Context: an optimization exercise on an open-source flow, tuned for small area. The choices shown serve that exercise and are no tape-out recipe.
No functional check of the RTL was part of this run.
Power and IR drop assume default switching activity.

## config.mk

```make
export PLATFORM = sky130hd
export DESIGN_NAME = vcsk_core
export DESIGN_NICKNAME = vcsk_core
export VERILOG_FILES = /design/flow/design.v
export SDC_FILE = /design/flow/constraint.sdc
export NUM_CORES = 4
export LEC_CHECK = 0
export CAP_MARGIN = 20
export CORE_MARGIN = 2
export CORE_UTILIZATION = 40
export SLEW_MARGIN = 20
```

## constraint.sdc

```tcl
create_clock -name core_clock -period 44.0 [get_ports {clk}]
set_input_delay 8.8000 -clock core_clock [delete_from_list [all_inputs] [get_ports {clk}]]
set_output_delay 8.8000 -clock core_clock [all_outputs]
set_load 0.01 [all_outputs]
```

## design.v

```verilog
module vcsk_channel #(
    parameter [4:0] RESET_DIVIDE = 5'd0,
    parameter [3:0] RESET_MODE   = 4'd0
) (
    input  wire        clk,
    input  wire        rst,
    input  wire        cfg_we,
    input  wire [4:0]  cfg_div,
    input  wire [3:0]  cfg_mode,
    input  wire [15:0] cfg_vol,
    input  wire        tick,
    output reg  [4:0]  divide,
    output reg  [3:0]  mode,
    output reg  [15:0] volume,
    output wire        audible
);
    reg [5:0] counter;
    reg [3:0] reg4;
    reg [5:0] reg5;
    assign audible = reg4[3];
    wire [6:0] cnt_inc  = {1'b0, counter} + 7'd1;
    wire [6:0] cnt_lim  = {1'b0, divide, 1'b0} + 7'd2;
    wire [5:0] cnt_next = (cnt_inc >= cnt_lim) ? 6'd0 : cnt_inc[5:0];
    wire [5:0] half     = {1'b0, divide} + 6'd1;
    wire       fire     = (cnt_next == 6'd0) || (cnt_next == half);
    wire [3:0] step4 = (reg4 != 4'd0) ? {reg4[2:0], reg4[3] ^ reg4[2]} : 4'd1;
    wire [5:0] step5 = (reg5[4:0] != 5'd0) ? {reg5[4:0], reg5[4] ^ reg5[2]} : 6'd1;
    wire [3:0] fill1 = {reg4[2:0], 1'b1};
    wire [3:0] div2  = {reg4[2:0], ~reg4[0]};
    wire       div6_nb = ~(~reg4[2] & (reg4[2:0] != 3'd0));
    wire [3:0] div6  = {~reg4[2:0], div6_nb};
    wire       nz9   = (reg5[4:0] != 5'd0) || (reg4 != 4'd0);
    wire [5:0] s9_r5 = nz9 ? {reg5[4:0], reg4[3] ^ reg5[4]} : 6'd1;
    wire [3:0] s9_r4 = {reg4[2:0], s9_r5[5]};
    wire       gate31 = (step5[3:0] == 4'h8);
    wire       gateb4 = step5[4];
    reg [3:0] n4;
    reg [5:0] n5;
    always @(*) begin
        n4 = reg4;
        n5 = reg5;
        case (mode)
            4'd0, 4'd11: n4 = fill1;
            4'd1:        n4 = step4;
            4'd4, 4'd5:  n4 = div2;
            4'd12, 4'd13: n4 = div6;
            4'd8: begin
                n4 = s9_r4;
                n5 = s9_r5;
            end
            4'd2: begin
                n5 = step5;
                if (gate31) n4 = step4;
            end
            4'd3: begin
                n5 = step5;
                if (gateb4) n4 = step4;
            end
            4'd6: begin
                n5 = step5;
                if (gate31) n4 = div2;
            end
            4'd7: begin
                n5 = step5;
                if (gateb4) n4 = div2;
            end
            4'd9: begin
                n5 = step5;
                n4 = {reg4[2:0], step5[5]};
            end
            4'd10: begin
                n5 = step5;
                if (gate31) n4 = {reg4[2:0], step5[4]};
            end
            4'd14: begin
                n5 = step5;
                if (gate31) n4 = div6;
            end
            default: begin  
                n5 = step5;
                if (gateb4) n4 = div6;
            end
        endcase
    end
    always @(posedge clk) begin
        if (rst) begin
            divide  <= RESET_DIVIDE;
            mode    <= RESET_MODE;
            volume  <= 16'd0;
            counter <= 6'd0;
            reg4    <= 4'd0;
            reg5    <= 6'd0;
        end else begin
            if (cfg_we) begin
                divide <= cfg_div;
                mode   <= cfg_mode;
                volume <= cfg_vol;
            end
            if (tick) begin
                counter <= cnt_next;
                if (fire) begin
                    reg4 <= n4;
                    reg5 <= n5;
                end
            end
        end
    end
endmodule
module vcsk_core (
    input  wire        clk,
    input  wire        rst,
    input  wire        cmd_valid,
    output wire        cmd_ready,
    input  wire [31:0] cmd_data,
    output reg         rsp_valid,
    output reg  [31:0] rsp_data,
    output reg         rsp_err
);
    localparam NCH = 32;
    localparam [3:0] RESET_MODE = 4'd0;
    localparam [1:0] S_IDLE = 2'd0,
                     S_EXEC = 2'd1,
                     S_RESP = 2'd2;
    localparam [1:0] OP_SAMPLE = 2'b00,
                     OP_CONFIG = 2'b01,
                     OP_RDCFG  = 2'b10,
                     OP_RDAUD  = 2'b11;
    reg  [1:0]  state;
    reg  [31:0] cmd_q;
    assign cmd_ready = (state == S_IDLE);
    wire [1:0]  op      = cmd_q[31:30];
    wire [4:0]  ch      = cmd_q[29:25];
    wire [4:0]  f_div   = cmd_q[24:20];
    wire [3:0]  f_mode  = cmd_q[19:16];
    wire [15:0] f_vol   = cmd_q[15:0];
    wire        refused = ((op == OP_SAMPLE) && (cmd_q[29:0] != 30'd0)) ||
                          (op[1] && (cmd_q[24:0] != 25'd0));
    wire do_tick = (state == S_EXEC) && (op == OP_SAMPLE) && !refused;
    wire do_cfg  = (state == S_EXEC) && (op == OP_CONFIG);
    wire [NCH*5-1:0]  div_bus;
    wire [NCH*4-1:0]  mode_bus;
    wire [NCH*16-1:0] vol_bus;
    wire [NCH-1:0]    aud_bus;
    genvar gi;
    generate
        for (gi = 0; gi < NCH; gi = gi + 1) begin : g_ch
            vcsk_channel #(
                .RESET_DIVIDE(gi),
                .RESET_MODE  (RESET_MODE)
            ) u_ch (
                .clk     (clk),
                .rst     (rst),
                .cfg_we  (do_cfg && (ch == gi)),
                .cfg_div (f_div),
                .cfg_mode(f_mode),
                .cfg_vol (f_vol),
                .tick    (do_tick),
                .divide  (div_bus[gi*5 +: 5]),
                .mode    (mode_bus[gi*4 +: 4]),
                .volume  (vol_bus[gi*16 +: 16]),
                .audible (aud_bus[gi])
            );
        end
    endgenerate
    reg [15:0] mix;
    integer i;
    always @(*) begin
        mix = 16'd0;
        for (i = 0; i < NCH; i = i + 1)
            if (aud_bus[i])
                mix = mix + vol_bus[i*16 +: 16];
    end
    always @(posedge clk) begin
        if (rst) begin
            state     <= S_IDLE;
            cmd_q     <= 32'd0;
            rsp_valid <= 1'b0;
            rsp_data  <= 32'd0;
            rsp_err   <= 1'b0;
        end else begin
            rsp_valid <= 1'b0;
            case (state)
                S_IDLE: begin
                    if (cmd_valid) begin
                        cmd_q <= cmd_data;
                        state <= S_EXEC;
                    end
                end
                S_EXEC: begin
                    state <= S_RESP;
                end
                default: begin  
                    rsp_valid <= 1'b1;
                    rsp_err   <= refused;
                    if (refused)
                        rsp_data <= 32'd0;
                    else begin
                        case (op)
                            OP_SAMPLE: rsp_data <= {{16{mix[15]}}, mix};
                            OP_CONFIG: rsp_data <= 32'd0;
                            OP_RDCFG:  rsp_data <= {2'b01, ch, div_bus[ch*5 +: 5],
                                                    mode_bus[ch*4 +: 4], vol_bus[ch*16 +: 16]};
                            OP_RDAUD:  rsp_data <= {31'd0, aud_bus[ch]};
                        endcase
                    end
                    state <= S_IDLE;
                end
            endcase
        end
    end
endmodule
```

## run.sh

```bash
#!/bin/bash
# synth_recipe.tcl (not shown) runs the flow's synth.tcl, then flattens the netlist and writes it again
# the make line also repeats each setting of config.mk as NAME=value (left out here)
make -C /OpenROAD-flow-scripts/flow DESIGN_CONFIG=/design/flow/config.mk WORK_HOME=/design/flow/orfs CLKGATE_MAP_FILE= SYNTH_SCRIPT=/design/flow/synth_recipe.tcl finish
```

==> results.txt <==
==> critical path: cells and delay by family, from the launching register on <==
| kind | cells | cell delay (ps) |
|---|---|---|
| DFF | 1 | 840 |
| muxes | 10 | 2040 |
| adders and majority gates | 32 | 10660 |
| xor gates and xnor gates | 20 | 4050 |
| AOI/OAI and AO/OA | 47 | 11330 |
| buffers and inverters | 8 | 720 |
| and+or+nand+nor | 50 | 8520 |
==> registers in the layout, indices dropped and copies added, names as in the netlist <==
name and cells:
g_ch.u_ch.mode 128, g_ch.u_ch.reg5 160, state 2, g_ch.u_ch.counter 192, g_ch.u_ch.divide 160, cmd_q 32, g_ch.u_ch.reg4 128, rsp_valid 1
rsp_data 32, rsp_err 1, g_ch.u_ch.volume 512
==> area by class of cell <==
cell class	count	share of cell area
antenna	7	0.0001556
multi-input combinational	10930	0.6337
inverter	503	0.01679
tap	3384	0.03761
clock buffer	233	0.04387
sequential	1348	0.2402
clock inverter	67	0.008046
timing repair buffer	261	0.01968
==> synthesized netlist by cell type, types with 29 or more instances <==
| master | n |
|---|---|
| o211ai_1 | 104 |
| dfxtp_1 | 1348 |
| inv_1 | 491 |
| and2_1 | 85 |
| o21ai_0 | 548 |
| nand4_1 | 37 |
| buf_1 | 78 |
| a21oi_1 | 1529 |
| clkbuf_1 | 710 |
| o31ai_1 | 68 |
| nor2b_1 | 105 |
| a31oi_1 | 87 |
| and3_1 | 105 |
| a21o_1 | 265 |
| nand3_1 | 477 |
| a22oi_1 | 53 |
| or4_1 | 29 |
| o22ai_1 | 34 |
| a211o_1 | 29 |
| nand3b_1 | 63 |
| nor3b_1 | 30 |
| nor3_1 | 326 |
| o21bai_1 | 41 |
| o21a_1 | 166 |
| nor2_1 | 1117 |
| mux2i_1 | 277 |
| nand2_1 | 2566 |
| nand2b_1 | 79 |
| fa_1 | 31 |
| mux2_2 | 75 |
| ha_1 | 788 |
| xor2_1 | 353 |
| a211oi_1 | 120 |
| a21bo_2 | 30 |
| o211a_1 | 40 |
| a21boi_0 | 58 |
| or3_1 | 86 |
| xnor2_1 | 369 |
| nor4_1 | 68 |
| mux4_2 | 260 |
==> through the flow <==
| stage | hold slack [ps] | util | total power, mW | instances |
|---|---|---|---|---|
| detailed placement | 448.0 | 0.4157 | 1.373 | 16425 |
| global placement | 442.8 | 0.4157 | 1.373 | 16425 |
| global route | 488.6 | 0.4385 | 2.912 | 16727 |
| finish | 471.1 | 0.4386 | 2.844 | 16733 |
| CTS | 469.1 | 0.4384 | 2.861 | 16725 |
| floorplan | 441.8 | - | 1.317 | 13584 |
==> worst paths after layout <==
| path | from | to | slack, ps | cells past startpoint |
|---|---|---|---|---|
| worst min register to register | rsp_data[0] | rsp_data[0] | 470 | 2 |
| worst min-delay path | rsp_data[0] | rsp_data[0] | 470 | 2 |
| worst max register to register | g_ch[0].u_ch.reg4[3] | rsp_data[25] | 5640 | 167 |
| worst max-delay path | g_ch[0].u_ch.reg4[3] | rsp_data[25] | 5640 | 167 |
==> cell usage in the layout, fill, tap and decap left out, types with 40 or more instances in the layout <==
master and count:
a211oi_1 120, a21boi_0 58, a21o_1 265, a21oi_1 1529, a22oi_1 53, a31oi_1 87, and2_1 84, and3_1 105
buf_4 185, clkbuf_16 176, clkdlybuf4s50_1 68, dfxtp_1 1317, ha_1 788, inv_1 491, mux2_2 75, mux2i_1 277
mux4_2 260, nand2_1 2565, nand2b_1 79, nand3_1 477, nand3b_1 63, nor2_1 1084, nor2b_1 105, nor3_1 325
nor4_1 67, o211a_1 40, o211ai_1 104, o21a_1 166, o21ai_0 548, o21bai_1 41, o31ai_1 68, or3_1 86
xnor2_1 369, xor2_1 353
==> power by group through the flow <==
stage,Combinational [mW],Sequential (mW),Clock [mW]
global placement,0.116,1.26,0
CTS,0.116,1.23,1.51
global route,0.121,1.23,1.56
finish,0.119,1.23,1.49
floorplan,0.0660,1.25,0
detailed placement,0.116,1.26,0
==> kinds of logic (layout without fill, tap and decap cells) <==
family	Yosys count	count (layout)	synth area share
multiplexers	612	612	0.09181
XOR/XNOR	730	730	0.06304
flip-flops	1348	1348	0.2616
other	0	7	0
AND/OR/NAND/NOR	5246	5246	0.2217
adder cells (fa/ha/maj)	819	819	0.1016
AO/OA/AOI/OAI	3523	3523	0.2120
buffers and inverters	1306	1064	0.04831
==> metal layers <==
metal / GRT usage / vias to the layer above / share of wire
met1: 0.4001 / 47278 / 0.43
met2: 0.4280 / 4073 / 0.42
met5: 0 / - / 0.00026
met3: 0.05117 / 714 / 0.096
li1: - / 47367 / -
met4: 0.1299 / 14 / 0.052
==> results.json <==
{
  "status": "finished clean",
  "post_cts_resized": 0,
  "mappedNetlistNets": 14438,
  "pwr-share-comb": 0.042,
  "die-area_um2": 262000,
  "arrival_ps": 39110,
  "cts_tree": "built",
  "nFillCells": 25809,
  "start_util": 0.4019,
  "yosysTopAreaCellShare": 0.2616,
  "seq_area_um2": 27040,
  "rsz0062_at_grt": "no",
  "rows": 186,
  "ys_types": 96,
  "fin_nets": 14071,
  "final-setup-viol-count": 0,
  "firstDrtPassIters": 6,
  "clock_sinks": 1348,
  "hold_viol": 0,
  "drt-total-wl_mm": 390.4,
  "fin_crit_ps": 38360,
  "dp_slack_ps": 6687,
  "postLayoutSetupSlackWorst_ps": 5644,
  "cts-root-buf": "clkbuf_16",
  "yosys_warnings": 33,
  "gp_congestion": 1.042,
  "syn2layout_area_growth_pct": 9.117,
  "skew_ps": 77.90,
  "ys_async_sr_fraction": 0,
  "grt_max_degree": 177,
  "die_w_um": 511.9,
  "synth.avg_cell_area_um2": 7.595,
  "fmaxAchievable_mhz": 26.07,
  "synth_edf_count": 0,
  "clk_pin_slew_worst_paths_ps": 60,
  "start_kind": "flip-flop",
  "p_int_mw": 2.147,
  "postCtsSetupRepairBufs": 0,
  "cts_hold_buffers": 0,
  "crit_required_ps": 44760,
  "slew-limit-headroom": 0.1213,
  "wire_per_inst_um": 23.33,
  "drt_iter0_markers": 11322,
  "max_cap_viol_count": 0,
  "synth_cells": 13584,
  "ir_drop_v": 0.00002590,
  "drive_above_1_share": 0.07413,
  "clk_latency_ps": 880,
  "syn_area_um2": 103200,
  "power-per-cell-area_nw_per_um2": 25.26,
  "slowest_delay_ps": 840,
  "yosysTopAreaCell": "dfxtp_1",
  "critPathMaxFanout": 23,
  "clockBufferDepth": 4,
  "p_leak_nw": 45.45,
  "criticalPathCategory": "flip-flop to flip-flop",
  "h-tree-depth": 4,
  "synth_area_leaders": "dfxtp_1 (26%), ha_1 (9.6%), nand2_1 (9.3%)",
  "die_h_um": 511.9,
  "drc": 0,
  "core-area_um2": 256700,
  "seqPwrFrac": 0.432,
  "post_dp_cell_area_um2": 106700,
  "tns_ps": 0,
  "final_antenna_net_count": 0,
  "grt_pass1_vias": 89698,
  "cts_buffers": 173,
  "antenna_found_initial": 28,
  "dp_hpwl_mm": 287.7,
  "p_sw_frac": 0.2452,
  "hp-class": "flip-flop to flip-flop",
  "clkPwrFrac": 0.526,
  "period_share": 0.8717,
  "yosysSeqAreaShare": 0.2616,
  "ioPinCount": 70,
  "fin_area_um2": 112600,
  "grt-ovfl-total": 0,
  "grt_pass1_wl_mm": 582.5,
  "cpMostUsedCell": "ha_1",
  "portBuffers": 69,
  "slowest_stage": "dfxtp_1",
  "via_per_inst": 5.943,
  "vias": 99446,
  "worstMarginPinSlew_ps": 1315,
  "synth_ff_type": "dfxtp_1",
  "track_usage": 0.2867,
  "multi_input_area_um2": 71340,
  "synth_seq_cells": 1348,
  "p_switching_mw": 0.6974,
  "worst_setup_path_end_kind": "flip-flop",
  "drv_slew": 0
}

==> separate check: timing with driven ports <==
How much do the figures lean on ideal ports? The routed layout below was timed once more, with nothing changed but the port constraints.
Step 1, drivers: a clkbuf_16 drives clk and a buf_2 each remaining input, both assumed.
Step 2 moves the port delays by t, midway between the first and last clock arrival at a register: inputs arrive t later, outputs are due t later. That takes back most of the time a late clock gives input paths.
a / b / c = no drivers / after step 1 / after step 2; a / b = the first two.
t, ns: 0.936
setup slack, ns: 5.644 / 5.644 / 5.644
hold slack, ns: 0.471 / 0.471 / 0.471
worst setup path after step 2: register to register
After both steps setup and hold are still met in this run. The setup slack of this run moves by 0.000 ns with the drivers and by 0.000 ns with both steps.
